This design comes from an exercise in tuning for small area, a short achievable clock period and few clock cycles on the open sky130 flow, not from production work.
In this exercise RTL edits were held to simulation tests only and were not proved equivalent to the original.
No activity file was given, so power comes from the tool's default toggle rates.

## mmu_pagewalker
module mmu_pagewalker (
    input  wire        clk,
    input  wire        rst,
    input  wire        req_valid,
    output reg         req_ready,
    input  wire [1:0]  req_cmd,
    input  wire [15:0] req_wdata,
    input  wire [31:0] req_va,
    input  wire        req_user,
    input  wire        req_write,
    input  wire        req_fetch,
    input  wire        req_suppress,
    input  wire [3:0]  req_atype,
    output reg         rsp_valid,
    output reg  [1:0]  rsp_kind,
    output reg  [31:0] rsp_data,
    output reg         mem_valid,
    output reg         mem_we,
    output reg  [31:0] mem_addr,
    output wire [15:0] mem_wdata,
    input  wire        mem_ready,
    input  wire [31:0] mem_rdata
);
    localparam [1:0] CMD_WRITE  = 2'd0;
    localparam [1:0] CMD_STATUS = 2'd1;
    localparam [1:0] CMD_RESULT = 2'd2;
    localparam [1:0] CMD_XLATE  = 2'd3;
    localparam [1:0] KIND_COMPLETE = 2'd0;
    localparam [1:0] KIND_ABORT    = 2'd1;
    localparam [1:0] KIND_CANCEL   = 2'd2;
    localparam [15:0] ID_BYTE = 16'h001E;
    localparam [3:0] SEL_BPR0 = 4'd0;
    localparam [3:0] SEL_BPR1 = 4'd1;
    localparam [3:0] SEL_PF0  = 4'd4;
    localparam [3:0] SEL_PF1  = 4'd5;
    localparam [3:0] SEL_SC   = 4'd8;
    localparam [3:0] SEL_MSR  = 4'd10;
    localparam [3:0] SEL_BCNT = 4'd11;
    localparam [3:0] SEL_PTB0 = 4'd12;
    localparam [3:0] SEL_PTB1 = 4'd13;
    localparam [3:0] SEL_EIA  = 4'd15;
    localparam [2:0] PE_IDLE      = 3'd0;
    localparam [2:0] PE_AW_OPWORD = 3'd1;
    localparam [2:0] PE_AW_OPNDS  = 3'd2;
    localparam [2:0] PE_VAL_READ  = 3'd3;
    localparam [2:0] PE_VAL_WRITE = 3'd4;
    localparam [2:0] PE_STATUS    = 3'd5;
    localparam [2:0] PE_RESULT    = 3'd6;
    reg [3:0]  bpr0_h, bpr1_h;       
    reg [23:0] bpr0_l, bpr1_l;       
    reg [23:0] pf0, pf1, bcnt;
    reg [31:0] sc;
    reg        msr_te, msr_ed;
    reg [2:0]  msr_tet, msr_est;
    reg [9:0]  msr_hi;               
    reg        ptb0_h, ptb1_h;       
    reg [13:0] ptb0_l, ptb1_l;       
    reg        eia_h;                
    reg [23:0] eia_l;                
    reg        bpr0_v, bpr1_v, pf0_v, pf1_v, bcnt_v;
    wire msr_tu = msr_hi[0];
    wire msr_ts = msr_hi[1];
    wire msr_ds = msr_hi[2];
    wire msr_ao = msr_hi[3];
    wire msr_ft = msr_hi[7];
    reg [2:0]  pe;
    reg [1:0]  subop;       
    reg [3:0]  quick;
  ...
export LEC_CHECK = 0
export CAP_MARGIN = 20
export CORE_MARGIN = 2
export CORE_UTILIZATION = 65
export CTS_CLUSTER_DIAMETER = 120
export CTS_CLUSTER_SIZE = 20
export PLACE_DENSITY = 0.65
export SETUP_SLACK_MARGIN = 5
export SLEW_MARGIN = 20
export TNS_END_PERCENT = 0
create_clock -name core_clock -period 7.0 [get_ports {clk}]
standard.sh (not shown) runs the stock make flow with config.mk's settings and CLKGATE_MAP_FILE= SYNTH_SCRIPT=/design/flow/synth_recipe.tcl, a recipe that flattens the netlist after the stock synthesis.
==> flow/flow/run.sh <==
#!/bin/bash
# The standard layout (standard.sh, all steps), except that the ports are
# buffered with plain buf_1 cells instead of the delay cells buffer_ports picks
# by default. Make's full output goes to std_flow.log in this folder; the
# tools' own logs are under orfs/logs/.
set -euo pipefail
export BUFFER_PORTS_ARGS="-buffer_cell sky130_fd_sc_hd__buf_1"
bash standard.sh > std_flow.log 2>&1
The starting point completed without violations.
Testbench counts at the start, summed over its fixed seeds: cycles 43,154.
Then changed:
--- a/flow/design.v
+++ b/flow/design.v
@@ -295,35 +295,31 @@
             rsp_kind <= KIND_COMPLETE;
             t_w      <= x_w;
             t_pm     <= {x_hi && x_wl, x_hi, x_hi || x_wl};
             t_asel   <= x_asel;
             t_sup    <= req_suppress;
             t_est    <= req_atype[2:0];
             lvl      <= 1'b0;
             mem_we   <= 1'b0;
             mem_addr <= {7'd0, x_asel ? ptb1_h : ptb0_h, x_asel ? ptb1_l : ptb0_l,
                          req_va[23:16], 2'b00};
         end
-        if (wr_now) begin
-            case (pe)
-            PE_AW_OPWORD: begin
-                subop  <= new_subop[1:0];
-                quick  <= new_quick;
-                two    <= new_size[1];
-                half   <= 1'b0;
-                hasres <= (new_subop == 4'd3) && !fault;
-            end
-            PE_AW_OPNDS: half <= 1'b1;
-            default: ;
-            endcase
+        if (idle && pe == PE_AW_OPWORD) begin
+            subop  <= new_subop[1:0];
+            quick  <= new_quick;
+            two    <= new_size[1];
+            half   <= 1'b0;
+            hasres <= (new_subop == 4'd3) && !fault;
         end
+        if (wr_now && pe == PE_AW_OPNDS)
+            half <= 1'b1;
         if (lmr_now) begin
             case (quick)
             SEL_PTB0: begin ptb0_h <= operand[31]; ptb0_l <= operand[23:10]; end
             SEL_PTB1: begin ptb1_h <= operand[31]; ptb1_l <= operand[23:10]; end
             default: ;
             endcase
         end
         if (rs_now) begin
             rsp_data[15:0] <= status_word;
             if (pe == PE_STATUS)
                 half <= 1'b0;
What happened: The changed run went through all stages and came out clean. Combinational power is higher by about 34%. Area after synthesis stays flat. Final area stays flat. Final cell count is higher by about 0.5%. Count of clock-buffer cells in the layout does not change. Worst setup slack gets worse by 0.072 ns. Total power is higher by 2.3%. Sequential share of layout area is lower by 0.17 points. Clock power barely changes. Sequential power is about the same. Die area hardly moves. Routed wire length is higher by about 0.9%. Synthesized cell count is higher by about 1.6%.
Testbench counts after the change, summed over its fixed seeds: cycles 43,154.

## port drivers added, routing unchanged
How much do the figures lean on ideal ports? The routed layouts below were timed once more, with nothing changed but the port constraints.
Step 1 (the two cells are an assumption about what drives the block):
set clk [get_ports {clk}]
set_driving_cell -lib_cell sky130_fd_sc_hd__clkbuf_16 $clk
set_driving_cell -lib_cell sky130_fd_sc_hd__buf_2 [delete_from_list [all_inputs] $clk]
Step 2 adds t to the input delays and takes it off the output delays; t is the mean of the earliest and latest rising clock arrival at the registers after step 1. Input paths then give back, and output paths get back, about the clock's delay inside the block.
a / b / c = no drivers / after step 1 / after step 2; a / b = the first two.
| run | t (ns) | setup slack, ns | worst setup path after step 2 | worst slew at a driven data input, ns | cell pins on the clock port's net |
|---|---|---|---|---|---|
| the first run | 0.591 | 4.473 / 4.419 / 3.943 | input to register | 0.05 | 1 |
| the second run | 0.603 | 4.401 / 4.370 / 3.901 | input to register | 0.07 | 1 |
After both steps setup and hold are still met in every run listed. The setup slack of the first run, which loses most, moves by -0.054 ns with the drivers and by -0.530 ns with both steps.
